Background: an optimization exercise with open tools, aiming at small area, a short achievable clock period and few clock cycles. Do not read the settings as production practice.
Only simulation tests tie the RTL to the original design; equivalence was not proved.

## flow/config.mk

```make
export PLATFORM = sky130hd
export DESIGN_NAME = rvc_voice
export DESIGN_NICKNAME = rvc_voice
export VERILOG_FILES = /design/flow/design.v
export SDC_FILE = /design/flow/constraint.sdc
export NUM_CORES = 4
export LEC_CHECK = 0
export CAP_MARGIN = 20
export CORE_MARGIN = 2
export CORE_UTILIZATION = 40
export SLEW_MARGIN = 20
```

## flow/constraint.sdc

```tcl
create_clock -name core_clock -period 55.0 [get_ports {clk}]
set_input_delay 11.0000 -clock core_clock [delete_from_list [all_inputs] [get_ports {clk}]]
set_output_delay 11.0000 -clock core_clock [all_outputs]
set_load 0.01 [all_outputs]
```

## flow/design.v

```verilog
module lzc16 (
    input  wire [15:0] x,
    output reg  [3:0]  n           
);
    integer i;
    always @* begin
        n = 4'd0;
        for (i = 0; i < 16; i = i + 1)
            if (x[i]) n = 4'd15 - i[3:0];
    end
endmodule
module lzc28 (
    input  wire [27:0] x,
    output reg  [4:0]  n           
);
    integer i;
    always @* begin
        n = 5'd28;
        for (i = 0; i < 28; i = i + 1)
            if (x[i]) n = 5'd27 - i[4:0];
    end
endmodule
module lzc48 (
    input  wire [47:0] x,
    output reg  [5:0]  n           
);
    integer i;
    always @* begin
        n = 6'd48;
        for (i = 0; i < 48; i = i + 1)
            if (x[i]) n = 6'd47 - i[5:0];
    end
endmodule
module fp32_mul (
    input  wire        sa,
    input  wire [23:0] ma,
    input  wire [8:0]  ea,
    input  wire        sb,
    input  wire [23:0] mb,
    input  wire [8:0]  eb,
    output wire [31:0] y
);
    wire [47:0] prod = ma * mb;
    wire [9:0]  esum = {1'b0, ea} + {1'b0, eb};
    wire        sign = sa ^ sb;
    wire [5:0] lz;
    lzc48 u_lz (.x(prod), .n(lz));
    wire signed [11:0] t   = $signed({2'b0, esum}) - 12'sd127;
    wire               neg = t[11];
    wire        lim   = !neg && ($signed({6'd0, lz}) > t);       
    wire [5:0]  shl   = neg ? 6'd0 : (lim ? t[5:0] : lz);
    wire [11:0] nt    = -t;
    wire [5:0]  shr   = (!neg) ? 6'd0 : ((nt > 12'd49) ? 6'd49 : nt[5:0]);
    wire [47:0] wl    = prod << shl;
    reg  [47:0] wr;
    reg         st_r;
    integer i;
    always @* begin
        wr = prod >> shr;
        st_r = 1'b0;
        for (i = 0; i < 48; i = i + 1)
            if (i < shr) st_r = st_r | prod[i];
    end
    wire [47:0] w      = neg ? wr : wl;
    wire        sub    = neg || lim;                  
    wire [10:0] be     = {1'b0, esum} - 11'd126 - {5'd0, lz};
    wire [7:0]  ef     = sub ? 8'd0 : be[7:0];
    wire        guard  = w[23];
    wire        sticky = (|w[22:0]) | (neg & st_r);
    wire        inc    = guard & (sticky | w[24]);
    wire [30:0] pk     = {ef, w[46:24]} + {30'd0, inc};
    assign y = (prod == 48'd0) ? {sign, 31'd0} : {sign, pk};
endmodule
module fp32_add (
    input  wire [31:0] a,
    input  wire [31:0] b,
    output wire [31:0] y
);
    wire        swap = b[30:0] > a[30:0];
    wire [31:0] big  = swap ? b : a;
    wire [31:0] sml  = swap ? a : b;
    wire [7:0]  ebr  = big[30:23];
    wire [7:0]  esr  = sml[30:23];
    wire [7:0]  eb   = (ebr == 8'd0) ? 8'd1 : ebr;
    wire [7:0]  es   = (esr == 8'd0) ? 8'd1 : esr;
    wire [23:0] mb   = {ebr != 8'd0, big[22:0]};
    wire [23:0] ms   = {esr != 8'd0, sml[22:0]};
    wire [7:0]  d    = eb - es;
    reg  [26:0] al;
    reg         st;
    integer i;
    always @* begin
        al = {ms, 3'b000} >> d;
        st = 1'b0;
        for (i = 0; i < 24; i = i + 1)
            if (i + 3 < d) st = st | ms[i];
        al[0] = al[0] | st;
    end
    wire        sub = big[31] ^ sml[31];
    wire [27:0] sum = sub ? ({1'b0, mb, 3'b000} - {1'b0, al})
                          : ({1'b0, mb, 3'b000} + {1'b0, al});
    wire [4:0]  lz;
    lzc28 u_lz (.x(sum), .n(lz));
    wire        ovf = sum[27];
    wire [8:0]  lzm  = {4'd0, lz} - 9'd1;                  
    wire        lim  = !ovf && (lzm >= {1'b0, eb});         
    wire [4:0]  shl  = ovf ? 5'd0 : (lim ? (eb[4:0] - 5'd1) : lzm[4:0]);
    wire [27:0] wl   = sum << shl;
    wire [26:0] n    = ovf ? {sum[27:2], sum[1] | sum[0]} : wl[26:0];
    wire [8:0]  be   = ovf ? ({1'b0, eb} + 9'd1) : ({1'b0, eb} - lzm);
    wire [7:0]  ef   = lim ? 8'd0 : be[7:0];
    wire        inc  = n[2] & ((|n[1:0]) | n[3]);
    wire [30:0] pk   = {ef, n[25:3]} + {30'd0, inc};
    wire        sgn  = (sum == 28'd0) ? (a[31] & b[31]) : big[31];
    assign y = {sgn, (sum == 28'd0) ? 31'd0 : pk};
endmodule
module rvc_voice (
    input  wire        clk,
    input  wire        rst,           
    input  wire        cmd_valid,
    output wire        cmd_ready,
    input  wire [3:0]  cmd_op,
    input  wire [2:0]  cmd_voice,
    input  wire [31:0] cmd_data,
    output wire [14:0] mem_addr,      
    input  wire [15:0] mem_rdata,     
    output reg         out_valid,
    output reg  [31:0] out_l,
    output reg  [31:0] out_r,
    output reg         rd_valid,
    output reg  [31:0] rd_data
);
    localparam [3:0] OP_WR_VCTRL = 4'd1,
                     OP_WR_VLEN  = 4'd2,
                     OP_WR_VGAIN = 4'd3,
                     OP_WR_VPAN  = 4'd4,
                     OP_TRIGGER  = 4'd5,
                     OP_SAMPLE   = 4'd6,
                     OP_READ     = 4'd7;
    localparam [12:0] MAX_SAMPLES  = 13'd4096;
    localparam [31:0] DECAY_FACTOR = 32'h3F7D70A4;    
    localparam [31:0] DECAY_FLOOR  = 32'h3A800000;    
    localparam [31:0] F_ONE        = 32'h3F800000;
    localparam [3:0] S_IDLE = 4'd0,
                     S_TRG0 = 4'd1,    
                     S_TRG1 = 4'd2,    
                     S_V0   = 4'd3,    
                     S_V1   = 4'd4,    
                     S_V2   = 4'd5,    
                     S_V3   = 4'd6,    
                     S_V4   = 4'd7,    
                     S_V5   = 4'd8,    
                     S_DONE = 4'd9;
    reg  [7:0]  enabled, playing, decay_on;
    reg  [12:0] length    [0:7];
    reg  [11:0] pos       [0:7];
    reg  [30:0] gain      [0:7];      
    reg  [4:0]  pan       [0:7];
    reg  [31:0] decay_amp [0:7];
    reg  [3:0]  state;
    reg  [2:0]  vi;
    reg         rdy;
    reg  [31:0] acc;
    reg  [31:0] prod;
    reg  [14:0] maddr;
    reg  [15:0] x_raw;        
    reg         pend_r;       
    reg         rt_pend;      
    integer k;
    function [31:0] pan_l;
        input [4:0] p;
        case (p)
            5'd0:  pan_l = 32'h3F800000;
            5'd1:  pan_l = 32'h3F7F069E;
            5'd2:  pan_l = 32'h3F7C1C5C;
            5'd3:  pan_l = 32'h3F7746EA;
            5'd4:  pan_l = 32'h3F708FB2;
            5'd5:  pan_l = 32'h3F6803CA;
            5'd6:  pan_l = 32'h3F5DB3D7;
            5'd7:  pan_l = 32'h3F51B3F3;
            5'd8:  pan_l = 32'h3F441B7D;
            5'd9:  pan_l = 32'h3F3504F3;
            5'd10: pan_l = 32'h3F248DBB;
            5'd11: pan_l = 32'h3F12D5E8;
            5'd12: pan_l = 32'h3F000000;
            5'd13: pan_l = 32'h3ED8616C;
            5'd14: pan_l = 32'h3EAF1D44;
            5'd15: pan_l = 32'h3E8483EE;
            5'd16: pan_l = 32'h3E31D0D4;
            5'd17: pan_l = 32'h3DB27EB6;
            default: pan_l = 32'h00000000;
        endcase
    endfunction
    function [30:0] clamp_gain;
        input [31:0] g;
        begin
            if ((g[30:23] == 8'hFF && g[22:0] != 23'd0) || g[31] || g[30:0] == 31'd0)
                clamp_gain = 31'd0;
            else if (g[30:0] >= F_ONE[30:0])
                clamp_gain = F_ONE[30:0];
            else
                clamp_gain = g[30:0];
        end
    endfunction
    wire [31:0] da_v   = decay_amp[vi];
    wire [30:0] gain_v = gain[vi];
    wire [4:0]  pan_v  = pan[vi];
    wire [15:0] x_mag = x_raw[15] ? (~x_raw + 16'd1) : x_raw;
    reg         ma_s;
    reg  [23:0] ma_m;
    reg  [8:0]  ma_e;
    reg  [31:0] mb_f;
    always @* begin
        if (state == S_V0) begin
            ma_s = da_v[31]; ma_m = {da_v[30:23] != 8'd0, da_v[22:0]};
            ma_e = (da_v[30:23] == 8'd0) ? 9'd1 : {1'b0, da_v[30:23]};
        end else if (state == S_IDLE) begin
            ma_s = x_raw[15]; ma_m = {x_mag, 8'd0}; ma_e = 9'd127;
        end else begin
            ma_s = acc[31]; ma_m = {acc[30:23] != 8'd0, acc[22:0]};
            ma_e = (acc[30:23] == 8'd0) ? 9'd1 : {1'b0, acc[30:23]};
        end
        case (state)
            S_V0:    mb_f = DECAY_FACTOR;
            S_V4:    mb_f = pan_l(pan_v);
            S_V5:    mb_f = pan_l(5'd18 - pan_v);
            default: mb_f = {1'b0, gain_v};
        endcase
    end
    wire [31:0] mul_y;
    fp32_mul u_mul (
        .sa(ma_s), .ma(ma_m), .ea(ma_e),
        .sb(mb_f[31]), .mb({mb_f[30:23] != 8'd0, mb_f[22:0]}),
        .eb((mb_f[30:23] == 8'd0) ? 9'd1 : {1'b0, mb_f[30:23]}),
        .y(mul_y)
    );
    wire [3:0]  x_lz;
    lzc16 u_xlz (.x(x_mag), .n(x_lz));
    wire [15:0] x_nrm = x_mag << x_lz;
    wire [31:0] x_f   = (x_raw == 16'd0) ? 32'd0 :
                        {x_raw[15], 8'd127 - {4'd0, x_lz}, x_nrm[14:0], 8'd0};
    reg  [31:0] add_a, add_b;
    always @* begin
        add_a = acc;
        add_b = x_f;
        if (state == S_V5) begin
            add_a = out_l; add_b = prod;
        end else if (pend_r) begin
            add_a = out_r; add_b = prod;
        end
    end
    wire [31:0] add_y;
    fp32_add u_add (.a(add_a), .b(add_b), .y(add_y));
    assign cmd_ready = rdy;
    assign mem_addr  = maddr;
    wire decay_audible = da_v[30:0] > DECAY_FLOOR[30:0];
    wire last_voice    = (vi == 3'd7);
    wire at_end        = ({1'b0, pos[vi]} + 13'd1) == length[vi];
    wire [2:0] vn      = vi + 3'd1;
    wire take          = (state == S_IDLE) && cmd_valid;
    always @(posedge clk) begin
        x_raw <= mem_rdata;
        if (rst) begin
            state     <= S_IDLE;
            rdy       <= 1'b1;
            vi        <= 3'd0;
            out_valid <= 1'b0;
            rd_valid  <= 1'b0;
            pend_r    <= 1'b0;
            rt_pend   <= 1'b0;
            enabled   <= 8'd0;
            playing   <= 8'd0;
            decay_on  <= 8'd0;
            for (k = 0; k < 8; k = k + 1) begin
                length[k]    <= 13'd0;
                pos[k]       <= 12'd0;
                gain[k]      <= F_ONE[30:0];
                pan[k]       <= 5'd9;
                decay_amp[k] <= 32'd0;
            end
        end else begin
            out_valid <= 1'b0;
            rd_valid  <= 1'b0;
            rt_pend   <= 1'b0;
            if (pend_r) begin
                out_r  <= add_y;
                pend_r <= 1'b0;
            end
            case (state)
                S_IDLE: begin
                    if (rt_pend) decay_amp[vi] <= mul_y;
                    maddr <= (cmd_op == OP_SAMPLE) ? {3'd0, pos[0]} : {cmd_voice, pos[cmd_voice]};
                    if (cmd_valid) begin
                        vi <= cmd_voice;
                        case (cmd_op)
                            OP_WR_VCTRL:
                                if (cmd_data[0] && !enabled[cmd_voice] && length[cmd_voice] != 13'd0)
                                    enabled[cmd_voice] <= 1'b1;
                            OP_WR_VLEN:
                                if (!enabled[cmd_voice])
                                    length[cmd_voice] <= (cmd_data > {19'd0, MAX_SAMPLES}) ?
                                                         MAX_SAMPLES : cmd_data[12:0];
                            OP_WR_VGAIN:
                                gain[cmd_voice] <= clamp_gain(cmd_data);
                            OP_WR_VPAN:
                                pan[cmd_voice] <= (cmd_data > 32'd18) ? 5'd18 : cmd_data[4:0];
                            OP_TRIGGER:
                                if (enabled[cmd_voice]) begin
                                    if (!playing[cmd_voice])
                                        playing[cmd_voice] <= 1'b1;
                                    else begin
                                        state <= S_TRG0;
                                        rdy   <= 1'b0;
                                        decay_on[cmd_voice] <= 1'b1;
                                        pos[cmd_voice]      <= 12'd0;
                                    end
                                end
                            OP_SAMPLE: begin
                                vi    <= 3'd0;
                                out_l <= 32'd0;
                                out_r <= 32'd0;
                                state <= S_V0;
                                rdy   <= 1'b0;
                            end
                            OP_READ: begin
                                rd_valid <= 1'b1;
                                case (cmd_data[2:0])
                                    3'd0: rd_data <= {29'd0, decay_on[cmd_voice], playing[cmd_voice],
                                                      enabled[cmd_voice]};
                                    3'd1: rd_data <= {19'd0, length[cmd_voice]};
                                    3'd2: rd_data <= {1'b0, gain[cmd_voice]};
                                    3'd3: rd_data <= {27'd0, pan[cmd_voice]};
                                    3'd4: rd_data <= {20'd0, pos[cmd_voice]};
                                    3'd5: rd_data <= (rt_pend && cmd_voice == vi) ? mul_y
                                                                                  : decay_amp[cmd_voice];
                                    default: rd_data <= 32'd0;
                                endcase
                            end
                            default: ;
                        endcase
                    end
                end
                S_TRG0: state <= S_TRG1;
                S_TRG1: begin
                    rt_pend <= 1'b1;
                    state   <= S_IDLE;
                    rdy     <= 1'b1;
                end
                S_V0: begin
                    acc <= 32'd0;
                    if (!enabled[vi]) begin
                        if (last_voice) state <= S_DONE;
                        else begin
                            vi    <= vn;
                            maddr <= {vn, pos[vn]};
                        end
                    end else begin
                        if (decay_on[vi]) begin
                            if (decay_audible) begin
                                decay_amp[vi] <= mul_y;
                                acc           <= mul_y;    
                            end else begin
                                decay_on[vi]  <= 1'b0;
                            end
                        end
                        state <= S_V1;
                    end
                end
                S_V1: begin
                    if (playing[vi]) state <= S_V2;
                    else if (last_voice) state <= S_DONE;
                    else begin
                        vi    <= vn;
                        maddr <= {vn, pos[vn]};
                        state <= S_V0;
                    end
                end
                S_V2: begin
                    acc   <= add_y;
                    state <= S_V3;
                end
                S_V3: begin
                    acc <= mul_y;
                    if (at_end) begin
                        playing[vi]   <= 1'b0;
                        decay_amp[vi] <= mul_y;
                        decay_on[vi]  <= 1'b1;
                        pos[vi]       <= 12'd0;
                    end else begin
                        pos[vi]       <= pos[vi] + 12'd1;
                    end
                    state <= S_V4;
                end
                S_V4: begin
                    prod  <= mul_y;
                    state <= S_V5;
                end
                S_V5: begin
                    out_l  <= add_y;
                    prod   <= mul_y;
                    pend_r <= 1'b1;
                    if (last_voice) state <= S_DONE;
                    else begin
                        vi    <= vn;
                        maddr <= {vn, pos[vn]};
                        state <= S_V0;
                    end
                end
                S_DONE: begin
                    out_valid <= 1'b1;
                    state     <= S_IDLE;
                    rdy       <= 1'b1;
                end
                default: begin
                    state <= S_IDLE;
                    rdy   <= 1'b1;
                end
            endcase
        end
    end
endmodule
```

## flow/run.sh

```bash
#!/bin/bash
# synth_recipe.tcl (not shown) runs the flow's synth.tcl, then flattens the netlist and writes it again
# the make line also repeats each setting of config.mk as NAME=value (left out here)
make -C /OpenROAD-flow-scripts/flow DESIGN_CONFIG=/design/flow/config.mk WORK_HOME=/design/flow/orfs CLKGATE_MAP_FILE= SYNTH_SCRIPT=/design/flow/synth_recipe.tcl finish
```

==> flow_metrics.py <==
metrics = {
    "routing": {
        "drt-wirelength-per-cell_microns": 30.2,
        "first_pass_iters": 9,
        "vias_per_cell": 6.56,
        "routed_wirelength_mm": 381,
        "drc_errors": 0,
        "drt_iter0_markers": 11511,
        "antenna_left": 0,
        "num_vias": 82652,
    },
    "global_route": {
        "grt-ovfl-total": 0,
        "antenna_found_initial": 15,
        "grt_pass1_wl_mm": 554,
        "grt_pass1_vias": 81059,
        "grt_usage": 0.324,
        "grt_max_degree": 98,
    },
    "cells_and_area": {
        "layout-drive-gt1-share": 0.102,
        "layout_commonest_cell": "nand2_1",
        "final_cell_mix": "1,206 x nand2_1, 1,096 x nor2_1, 919 x edfxtp_1, 531 x inv_1, 487 x fa_1",
        "nets": 10406,
        "areaGrowthSynthToFinish_pct": 10.5,
    },
    "logic_synthesis": {
        "ys_seq_area_frac": 0.320,
        "syn_area_sq_mm": 0.0897,
        "synth_cells": 9688,
        "synth_fa_ha_area_frac": 0.155,
        "ys.flop_type": "edfxtp_1",
        "synth_compound_area_frac": 0.167,
        "synthTopCellsByArea": "edfxtp_1 31%, fa_1 11%, mux4_2 6.0%",
        "synth_mux_area_frac": 0.0983,
        "synth_largest_area_cell": "edfxtp_1",
        "synth_edf_count": 919,
        "synthSimpleGateAreaFrac": 0.185,
        "ys_types": 121,
        "postSynthAreaPerCell_sq_um": 9.26,
        "synthXorXnorAreaFrac": 0.0216,
        "yosys.area.top_type_share": 0.308,
        "ys_ff_latch": 974,
        "ys.warnings.count": 6,
        "ys_async_sr_fraction": 0,
        "synth_top_family_by_area": "simple AND/OR/NAND/NOR gates",
    },
    "sta": {
        "max_freq_mhz": 43.3,
        "period_needed_ns": 23.12,
        "finalHoldViolCount": 0,
        "fin_worst_skew_ns": 0.0414,
        "period_share": 0.420,
        "worst_pin_slew_ns": 1.22,
        "drv_slew": 0,
        "hold_ws_ns": 0.503,
        "relSlewSlack": 0.169,
        "rsz0062_at_grt": "no",
        "tns_ns": 0,
        "setup_viol": 0,
    },
    "cts": {
        "post_cts_resized": 0,
        "cts.root.buffer_cell": "clkbuf_16",
        "clock_latency_ns": 0.76,
        "cts_tree": "built",
        "h-tree-depth": 3,
        "cts_buffer_depth": 3,
        "clk_pin_slew_ns": 0.06,
        "cts_buffers": 107,
        "post_cts_buffers": 0,
        "cts_hold_buf": 0,
        "cts_sinks": 974,
    },
    "critical_path": {
        "timing.rr.end": "acc[28]",
        "start_kind": "flop",
        "path_max_fanout": 74,
        "reg2regPathDepth": 85,
        "cp_slowest_stage_delay_ns": 0.80,
        "crit_arrival_ns": 23.58,
        "crit_required_ns": 55.46,
        "endpoint_kind": "flop",
        "crit_type": "reg -> reg",
        "slowest_stage": "o31a_1",
        "r2r_setup_slack_ns": 31.88,
        "reg2reg_from": "x_raw[0]",
    },
    "hold_path": {
        "min_path_type": "reg -> reg",
        "hold_depth": 2,
        "holdPathEnd": "enabled[4]",
        "worstHoldStart": "enabled[4]",
    },
    "floorplan": {
        "die_w_microns": 478,
        "die_y_microns": 478,
        "row_count": 173,
        "ios": 172,
        "start_util": 0.403,
        "coreArea_sq_mm": 0.223,
        "die_area_sq_mm": 0.228,
    },
    "place": {
        "globalplace.congestion": 1.04,
        "port_buffers": 171,
        "dp_hpwl_mm": 271,
    },
    "job": {
        "max_cap_violations": 0,
    },
    "run_status": {
        "status": "timing/DRC/antenna clean",
    },
}
## layer usage
layer / wire length (microns) / up-vias / global-route usage
li1: - / 34915 / -
met3: 43100 / 1118 / 0.0699
met2: 168000 / 5643 / 0.499
met1: 143000 / 40960 / 0.419
met5: 113 / - / 0
met4: 26800 / 16 / 0.194
## state kept, by name (all words and copies together), names as in the netlist, 4 cells and up, named ones only
signal and cells:
out_l 32, enabled 8, x_raw 16, length 104
maddr 15, pan 40, playing 8, prod 32
rd_data 32, acc 32, pos 96, decay_amp 256
state 4, out_r 32, gain 248
## kinds of logic (layout without fill, tap and decap cells)
logic type,after synthesis,in the layout
xor+xnor,220,220
buf+inv,1241,1170
other cells,1,11
compound gates,2251,2251
flops,974,974
simple gates,3608,3608
fa+ha+maj,818,818
mux,575,575
## critical path: cells and delay by family (launching register included)
| kind | cells | cell delay (ns) |
|---|---|---|
| mux | 2 | 0.51 |
| simple gates | 24 | 6.29 |
| buf+inv | 8 | 1.56 |
| compound gates | 42 | 10.79 |
| fa+ha+maj | 8 | 2.50 |
| xor+xnor | 1 | 0.35 |
| flops | 1 | 0.77 |
## cells in the mapped netlist (all sizes together) (136+ instances only)
| cell type | instances |
|---|---|
| mux2i | 289 |
| nor2 | 1109 |
| nor3 | 186 |
| xnor2 | 136 |
| a22oi | 298 |
| a21oi | 469 |
| nand3 | 174 |
| ha | 331 |
| clkbuf | 572 |
| o22ai | 212 |
| mux4 | 240 |
| o21ai | 437 |
| inv | 533 |
| and2 | 284 |
| edfxtp | 919 |
| fa | 487 |
| nand2 | 1222 |
## worst max path at each step
stage | endpoint | startpoint | slack, ns
finish | acc[28] | x_raw[0] | 31.88
global route | acc[28] | x_raw[0] | 29.97
CTS | acc[28] | x_raw[0] | 32.34
detailed placement | acc[28] | x_raw[0] | 32.44
global placement | rd_data[23] | flop | 32.40
floorplan | rd_data[30] | flop | 34.87
## through the flow
step                      worst slack [ns]  std cells  cell area (sq um)  utilization
final                                31.88      12602              99100        0.446
after global routing                 29.97      12599              99100        0.445
after CTS                            32.34      12599              99100        0.445
after detailed placement             32.44      12396              95300        0.428
after global placement               32.40      12396              95200        0.428
after floorplan                      34.87       9695              89800            -
## area by class of cell
type,instances,area [sq um]
fill,21408,123000
timing repair buffer,429,3660
multi-input combinational,7480,57200
inverter,538,2020
antenna,3,7.51
tap,2975,3720
clock buffer,124,2800
sequential,974,28700
clock inverter,79,1040
Testbench counts, summed over its fixed seeds: cycles 499,776.

## static timing again, ports no longer ideal
In the flow no input, the clock included, has a driving cell. The finished layout below was timed again as built, in two steps. Step 1 (the two cells are an assumption about what drives the block):
set clk [get_ports {clk}]
set_driving_cell -lib_cell sky130_fd_sc_hd__clkbuf_16 $clk
set_driving_cell -lib_cell sky130_fd_sc_hd__buf_2 [delete_from_list [all_inputs] $clk]
Step 2, shift: input delay + t, output delay - t, t = (earliest + latest rising clock arrival at the registers) / 2. This alone moves slack from input paths to output paths. a / b / c = ideal / step 1 / step 2; a / b = the first two.
t, ns: 0.819
slack for setup (ns): 31.880 / 31.880 / 31.880
clock arrival spread, ns: 0.042 / 0.041
worst slew at a driven data input, ns: 0.09
pins driven straight from the clock port: 1
After both steps this run still meets setup and hold. For this run, drivers alone change the setup slack by 0.000 ns; drivers and shift together by 0.000 ns.
